Background: an optimization exercise with open tools, aiming at a short achievable clock period and few clock cycles. Do not read the settings as production practice. RTL that was checked went through simulation tests only; none was proved equivalent to the original. Power is estimated from default activity; no workload was simulated.

// romprog_core
module romprog_core (
    input  wire        clk,
    input  wire        rst,
    input  wire        rx_valid,
    input  wire [7:0]  rx_data,
    output wire        rx_ready,
    output wire        tx_valid,
    output wire [7:0]  tx_data,
    input  wire        tx_ready,
    output wire        flash_req_valid,
    output wire [2:0]  flash_op,
    output wire [31:0] flash_addr,
    output wire [7:0]  flash_wdata,
    input  wire        flash_resp_valid,
    input  wire [7:0]  flash_rdata
);
    localparam [7:0]  MTL         = 8'd64;
    localparam [7:0]  MARKER      = 8'h7E;
    localparam [7:0]  ESCAPE      = 8'h7D;
    localparam [7:0]  ESC_XOR     = 8'h20;
    localparam [6:0]  MAX_PACKET  = 7'd71;
    localparam [7:0] OPC_PING = 8'd0, OPC_IDENT = 8'd1, OPC_READ = 8'd2,
                     OPC_WRITE = 8'd3, OPC_CRC = 8'd4, OPC_ERASE = 8'd5,
                     OPC_CHIP = 8'd6;
    localparam [2:0] F_READ = 3'd0, F_WRITE = 3'd1, F_ERASE_SECTOR = 3'd2,
                     F_ERASE_CHIP = 3'd3, F_ENTER_ID = 3'd4, F_LEAVE_ID = 3'd5,
                     F_READ_MFR = 3'd6, F_READ_DEV = 3'd7;
    function is_special;    
        input [7:0] b;
        begin
            is_special = (b[7:2] == 6'b011111) && (b[1] != b[0]);
        end
    endfunction
    reg        rx_ready_o;
    reg        busy;         
    wire       rx_ready_r = !busy;
    reg        in_frame;     
    reg        in_esc;       
    reg  [6:0] rl_q;         
    reg        clr_q;        
    reg        wv_q;         
    reg  [6:0] wa_q;
    reg  [7:0] wd_q;         
    reg        wl0, wl2, wl7, wl8, wl10;    
    assign rx_ready = rx_ready_o;
    wire [6:0] rl      = clr_q ? 7'd0 : (wv_q ? (rl_q + 7'd1) : rl_q);
    wire       rl_nz   = (rl != 7'd0);
    wire       rl_full = (rl == MAX_PACKET);
    wire take      = rx_valid && rx_ready_r;
    wire is_m, is_e;
    romprog_rx_class u_rx_class (.d(rx_data), .is_m(is_m), .is_e(is_e));
    wire cl_ok     = rx_ready_r && in_frame && rl_nz;    
    wire close_now = rx_valid && is_m && cl_ok;
    wire data_byte = take && !is_m && (in_esc || (in_frame && !is_e));
  ...
export LEC_CHECK = 0
export CAP_MARGIN = 20
export CORE_MARGIN = 2
export CORE_UTILIZATION = 40
export PLACE_DENSITY = 0.6
export SLEW_MARGIN = 20
create_clock -name core_clock -period 10.0 [get_ports {clk}]
standard.sh (not shown) runs the stock make flow with config.mk's settings and CLKGATE_MAP_FILE= SYNTH_SCRIPT=/design/flow/synth_recipe.tcl, a recipe that flattens the netlist after the stock synthesis.
==> flow/flow/run.sh <==
#!/bin/bash
# The standard layout, with repair_timing asked to reach more setup slack
# than the clock period alone demands (the SDC and period are unchanged).
set -euo pipefail
bash standard.sh SETUP_SLACK_MARGIN=7.3 finish > standard_flow.log 2>&1
The starting point completed with no timing, DRC or antenna violations.
Then changed:
--- a/flow/flow/run.sh
+++ b/flow/flow/run.sh
@@ -5 +5 @@
-bash standard.sh SETUP_SLACK_MARGIN=7.3 finish > standard_flow.log 2>&1
+bash standard.sh SETUP_SLACK_MARGIN=7 finish > standard_flow.log 2>&1
Settings changed: CORE_UTILIZATION 40 to 55, PLACE_DENSITY 0.6 to 0.7.
Outcome: The new run finished clean. Global-route usage grows by 7.1 points. Core utilization grows by 15 points. Power shrinks slightly. Final area shrinks by a few percent. Maximum frequency shrinks slightly. Cell count shrinks by roughly a tenth. Non-clock buffer count shrinks by 52.
No functional check of the RTL was part of any run of this note.

========
Another version of the RTL of romprog_core (not shown whole).
Size: roughly 2700 cells after synthesis, roughly 890 flip-flops, ~75 I/O pins, roughly 0.041 sq mm of cells after synthesis.
Settings: LEC_CHECK=0, CAP_MARGIN=20, CORE_MARGIN=2, CORE_UTILIZATION=40, PLACE_DENSITY=0.6, SLEW_MARGIN=20; clock period 10.0 ns.
==> flow/flow/run.sh <==
#!/bin/bash
# The standard layout, with repair_timing asked to reach more setup slack
# than the clock period alone demands (the SDC and period are unchanged).
set -euo pipefail
bash standard.sh SETUP_SLACK_MARGIN=7 finish > standard_flow.log 2>&1
The baseline finished with timing, DRC and antenna clean.
Testbench counts at the start, summed over its fixed seeds: cycles 45,774.
Edit:
Settings changed: SYNTH_HIERARCHICAL from default to 1.
What happened: The new run finished clean; die area stays flat; count of clock-buffer cells in the layout shrinks by 12; worst setup slack hardly moves; total power shrinks by 1.5%; final area shrinks by 0.76%; synthesized cell count grows by 0.85%; fmax hardly moves; hold slack improves by 15 ps; wire length shrinks by 4.0%; final cell count hardly moves; sequential power barely changes.

========
romprog_core, a different RTL version from the one above (not shown whole).
Size in the first run: ~2800 cells after synthesis, ~75 I/O pins, roughly 42000 µm² of cells after synthesis.
==> flow/config.mk <==
export PLATFORM = sky130hd
export DESIGN_NAME = romprog_core
export DESIGN_NICKNAME = romprog_core
export VERILOG_FILES = /design/flow/design.v
export SDC_FILE = /design/flow/constraint.sdc
export NUM_CORES = 4
export LEC_CHECK = 0
export CAP_MARGIN = 20
export CORE_MARGIN = 2
export CORE_UTILIZATION = 60
export PLACE_DENSITY = 0.72
export SLEW_MARGIN = 20
==> flow/constraint.sdc <==
create_clock -name core_clock -period 10.0 [get_ports {clk}]
set_input_delay 2.0000 -clock core_clock [delete_from_list [all_inputs] [get_ports {clk}]]
set_output_delay 2.0000 -clock core_clock [all_outputs]
set_load 0.01 [all_outputs]
Scripts as last shown in full above: flow/flow/run.sh
Testbench counts at the start, summed over its fixed seeds: cycles 45,774.
Edit:
==> flow/flow/run.sh (replaced) <==
#!/bin/bash
# The standard layout, with repair_timing asked to reach more setup slack
# than the clock period alone demands (the SDC and period are unchanged),
# and smaller, denser clock sink clusters.
set -euo pipefail
bash standard.sh SETUP_SLACK_MARGIN=7 \
  "CTS_ARGS=-sink_clustering_enable -repair_clock_nets -sink_clustering_size 30 -sink_clustering_max_diameter 60" \
  finish > standard_flow.log 2>&1
CORE_UTILIZATION = 40   (was 60)
PLACE_DENSITY = 0.6   (was 0.72)
Synthesized cell count is unchanged; critical path depth decreases by 3; sequential cell count does not change; final cell count increases by 9.8%; register-to-register slack is better by 80 ps; power decreases by about 8%; non-clock buffer count decreases by 10.

re-timing with driven ports:
How much do the figures lean on ideal ports? The routed layouts below were timed once more, with nothing changed but the port constraints.
Step 1 sets driving cells, clkbuf_16 on the clock port and buf_2 on the other inputs (assumed; they add their load-dependent delay and slew).
Step 2 also shifts input and output timing later by t, the mid clock arrival at the registers, as if the neighbouring blocks saw the same clock.
Three values: no drivers, after step 1, after step 2; two values: the first two.
run	shift t [ns]	slack for setup (ns)	worst setup path at the end
the first run of note 1	0.733	6.802 / 6.729 / 6.233	input to register
the second run of note 1	0.722	6.783 / 6.783 / 6.295	input to register
the first run of note 2	0.739	6.838 / 6.762 / 6.341	input to register
the second run of note 2	0.744	6.839 / 6.762 / 6.352	input to register
the first run of note 3	0.718	6.808 / 6.808 / 6.187	input to register
the second run of note 3	0.713	6.869 / 6.803 / 6.351	input to register
After both steps every run listed still meets setup and hold. For the first run of note 3, which loses most, drivers alone change the setup slack by 0.000 ns; drivers and shift together by -0.621 ns.
